Background: an optimization exercise with open tools, aiming at small area, a short achievable clock period and few clock cycles. Do not read the settings as production practice.
RTL that was checked went through simulation tests only; none was proved equivalent to the original.

Design uhre_fxu, start of the top module:
module uhre_fxu (
    input  wire        clk,
    input  wire        rst,         
    input  wire        cmd_valid,
    input  wire [15:0] cmd_word,
    output wire        cmd_ready,
    output reg         done,
    input  wire        wr_en,
    input  wire [4:0]  wr_addr,
    input  wire [15:0] wr_data,
    input  wire [4:0]  rd_addr,
    output reg  [15:0] rd_data
);
    localparam [4:0] OP_NOP    = 5'd0,  OP_FADD  = 5'd1,  OP_FSUB  = 5'd2,
                     OP_FMUL   = 5'd3,  OP_FDIV  = 5'd4,  OP_AADD  = 5'd5,
                     OP_FSIN   = 5'd6,  OP_FCOS  = 5'd7,  OP_ITOF  = 5'd8,
                     OP_FTOI   = 5'd9,  OP_MID   = 5'd10, OP_MROT  = 5'd11,
                     OP_MTRANS = 5'd12, OP_MSCALE= 5'd13, OP_XFORM = 5'd14,
                     OP_PROJ   = 5'd15;
    localparam [2:0] CL_FMUL = 3'd0, CL_PROJ = 3'd1, CL_XFORM = 3'd2, CL_MSCALE = 3'd3,
                     CL_MROT = 3'd4, CL_MTRANS = 3'd5, CL_FDIV = 3'd6;
    function [8:0] quarter_lo(input [5:0] i);
        case (i)
            6'd0: quarter_lo = 9'd0;
            6'd1: quarter_lo = 9'd6;
            6'd2: quarter_lo = 9'd13;
            6'd3: quarter_lo = 9'd19;
            6'd4: quarter_lo = 9'd25;
            6'd5: quarter_lo = 9'd31;
            6'd6: quarter_lo = 9'd38;
            6'd7: quarter_lo = 9'd44;
            6'd8: quarter_lo = 9'd50;
            6'd9: quarter_lo = 9'd56;
            6'd10: quarter_lo = 9'd62;
            6'd11: quarter_lo = 9'd68;
            6'd12: quarter_lo = 9'd74;
            6'd13: quarter_lo = 9'd80;
            6'd14: quarter_lo = 9'd86;
            6'd15: quarter_lo = 9'd92;
            6'd16: quarter_lo = 9'd98;
            6'd17: quarter_lo = 9'd104;
            6'd18: quarter_lo = 9'd109;
            6'd19: quarter_lo = 9'd115;
            6'd20: quarter_lo = 9'd121;
            6'd21: quarter_lo = 9'd126;
            6'd22: quarter_lo = 9'd132;
            6'd23: quarter_lo = 9'd137;
            6'd24: quarter_lo = 9'd142;
            6'd25: quarter_lo = 9'd147;
  ...
clock: 14.0 ns
lec_check: 0
abc_area: 1
cap_margin: 20
core_margin: 2
core_utilization: 42
place_density: 0.6
slew_margin: 20
standard.sh (not shown) runs the stock make flow with config.mk's settings and CLKGATE_MAP_FILE= SYNTH_SCRIPT=/design/flow/synth_recipe.tcl, a recipe that flattens the netlist after the stock synthesis.
==> flow/flow/run.sh <==
#!/bin/bash
set -euo pipefail
export SETUP_SLACK_MARGIN=6.3
export BUFFER_PORTS_ARGS="-buffer_cell sky130_fd_sc_hd__buf_4"
bash standard.sh > make.log 2>&1
==> next run, changes <==
--- a/flow/design.v
+++ b/flow/design.v
@@ -456,43 +456,38 @@
     wire [15:0] bus_re  = ({16{hw}} & wr_data) | ({16{bs_alu}} & alu_v) |
                           (tp[0] ? bus_pb : bus_pa);
     wire [15:0] bus_ro  = ({16{hw}} & wr_data) | ({16{bs_alu}} & alu_v) |
                           (tp[0] ? bus_pa : bus_pb);
     wire        mid     = acc_ok & (w_op == OP_MID);
     wire        mt0     = acc_ok & (w_op == OP_MTRANS);
     wire        mt_we   = mt0 | (busy & c_mt);
     wire [15:0] bus_e0  = hw ? wr_data : mt_we ? mt_s[15:0] : (c_rowa == 2'd0) ? h_a[15:0] : h_b[15:0];
     wire [15:0] bus_e1  = hw ? wr_data : mt0 ? mt1_s[15:0] : (c_rowa == 2'd1) ? h_a[15:0] : h_b[15:0];
     wire [15:0] bus_e2  = hw ? wr_data : mt_we ? mt_s[15:0] : (c_rowa == 2'd2) ? h_a[15:0] : h_b[15:0];
-    wire [15:0] bus_reg = bus_re & {16{~rst}};
-    wire [15:0] bus_rog = bus_ro & {16{~rst}};
-    wire [15:0] bus_e0g = bus_e0 & {16{~(rst | mid)}};
-    wire [15:0] bus_e1g = bus_e1 & {16{~(rst | mid)}};
-    wire [15:0] bus_e2g = bus_e2 & {16{~(rst | mid)}};
     wire        ov_set  = busy ? ((c_ova & (c_wdiv ? d_ov : ova)) | (c_ovb & ovb) | (c_mt & mt_ov))
                                : (acc_ok & ((w_op == OP_MTRANS) ? (mt_ov | mt1_ov) : alu_ov));
     genvar gi;
     generate
         for (gi = 0; gi < 8; gi = gi + 1) begin : g_rf
             wire we = rst | (hw & (wr_addr == gi)) | (do_wp & (tp == gi)) | (do_ws & (ts == gi));
             always @(posedge clk)
-                if (we) rf[16*gi +: 16] <= (gi % 2) ? bus_rog : bus_reg;
+                if (we) rf[16*gi +: 16] <= rst ? 16'd0 : ((gi % 2) ? bus_ro : bus_re);
         end
         for (gi = 0; gi < 12; gi = gi + 1) begin : g_ee
             localparam integer ROW = (gi < 9) ? gi / 3 : gi - 9;
             wire we = rst | mid | (hw & (wr_addr == gi + 8)) |
                       (busy & c_wea & (c_eia == gi)) | (busy & c_web & (c_eib == gi)) |
                       (mt0 & (gi == 9 || gi == 10)) | (busy & c_mt & (c_eia == gi));
             wire [15:0] init = (gi == 0 || gi == 4 || gi == 8) ? 16'h0100 : 16'h0000;
             always @(posedge clk)
-                if (we) ee[16*gi +: 16] <= init & {16{rst | mid}} |
-                                           ((ROW == 0) ? bus_e0g : (ROW == 1) ? bus_e1g : bus_e2g);
+                if (we) ee[16*gi +: 16] <= (rst | mid) ? init :
+                                           (ROW == 0) ? bus_e0 : (ROW == 1) ? bus_e1 : bus_e2;
         end
     endgenerate
     always @(posedge clk) begin
         if (rst) begin
             psx <= 16'h0100; psy <= 16'h0100; cx <= 16'd0; cy <= 16'd0;
         end else if (hw) begin
             if (wr_addr == 5'd20) psx <= wr_data;
             if (wr_addr == 5'd21) psy <= wr_data;
             if (wr_addr == 5'd22) cx  <= wr_data;
             if (wr_addr == 5'd23) cy  <= wr_data;
@@ -541,32 +536,29 @@
               ({34{div_acc}}  & {18'd0, abs_pa}) |
               ({34{div_first}} & {2'd0, d_init[29:0], dst2[17:16]}) |
               ({34{div_iter}} & {2'd0, d_nq[27:0], dst1[17:16], dst2[17:16]});
         zb <= ({34{n_zb_t1}}  & {{10{ee[16*10+15]}}, ee[16*10 +: 16], 8'd0}) |
               ({34{n_zb_acc}} & sum_b) | ({34{n_zb_c}} & {{2{cy[15]}}, cy, 16'd0}) |
               ({34{div_first}} & {d_3d, dst2[15:0]}) |
               ({34{div_iter}} & {d_d3, dst2[15:0]});
     end
     wire [15:0] ea = ee[16*ia +: 16];
     wire [15:0] eb = ee[16*ib +: 16];
-    wire [15:0] e0 = ee[16*0 +: 16];
-    wire [15:0] e3 = ee[16*3 +: 16];
     always @(posedge clk) begin
         if (~busy) begin
             case (w_op)
                 OP_FMUL:   begin xa <= pb;  ya <= benc(pa, 1'b0); end
                 OP_FDIV:   xb <= abs_pb;
                 OP_PROJ:   begin xa <= psx; xb <= psy; ya <= benc(pa, 1'b0); yb <= benc(pc, 1'b0); end
-                OP_MROT:   begin xa <= (w_fn == 2'd0) ? e3 : e0;  xb <= (w_fn == 2'd0) ? e3 : e0;
+                OP_MROT:   begin xa <= ea;  xb <= eb;
                                  ya <= benc(cos_v, 1'b0); yb <= benc({7'd0, s_mag}, sp_neg); end
-                default:   begin xa <= (w_op == OP_MSCALE) ? e3 : e0;  xb <= (w_op == OP_MSCALE) ? e0 : e3;
-                                 ya <= benc(pa, 1'b0); yb <= benc(pa, 1'b0); end
+                default:   begin xa <= ea;  xb <= eb;  ya <= benc(pa, 1'b0); yb <= benc(pa, 1'b0); end
             endcase
             v0 <= pa;
             pnn_a <= ~(psx[15] ^ pa[15]) | (psx == 16'd0) | (pa == 16'd0);
             pnn_b <= ~(psy[15] ^ pc[15]) | (psy == 16'd0) | (pc == 16'd0);
         end else begin
             xa <= ea;
             if (cls != CL_FDIV) xb <= eb;
             case (cls)
                 CL_MROT: begin
                     ya <= step[0] ? {~yb[23:16], yb[15:0]} : yb;
Global-route usage came out lower by 2.4 points.
Routed wire length came out lower by a few percent.
Register-to-register slack improves by 0.19 ns.
Setup slack degrades by 0.065 ns.
Cell count came out lower by a few percent.
Non-clock buffer count shrinks by 58.
Hold slack gets worse by 0.0099 ns.
Via count shrinks by a few percent.
Testbench counts after the change, summed over its fixed seeds: cycles 10,997.
Only the layout flow was run in the first run of this note; the RTL was not checked for function there.

## separate check: timing with driven ports
The results above use ideal ports. As a check the final layouts listed here were re-extracted and re-timed, cells and wires unchanged.
Step 1 sets driving cells, clkbuf_16 on the clock port and buf_2 on the other inputs (assumed; they add their load-dependent delay and slew).
Step 2 moves the port delays by t, midway between the first and last clock arrival at a register: inputs arrive t later, outputs are due t later. That takes back most of the time a late clock gives input paths.
Three values: ideal ports, drivers, drivers and shift; two values: the first two.
| run | t, ns | setup slack, ns | worst setup path after step 2 |
|---|---|---|---|
| the first run | 0.798 | 6.199 / 5.966 / 5.499 | input to register |
| the second run | 0.790 | 6.134 / 5.912 / 5.591 | input to register |
After both steps every run listed still meets setup and hold. The setup slack of the first run, which loses most, moves by -0.233 ns with the drivers and by -0.700 ns with both steps.
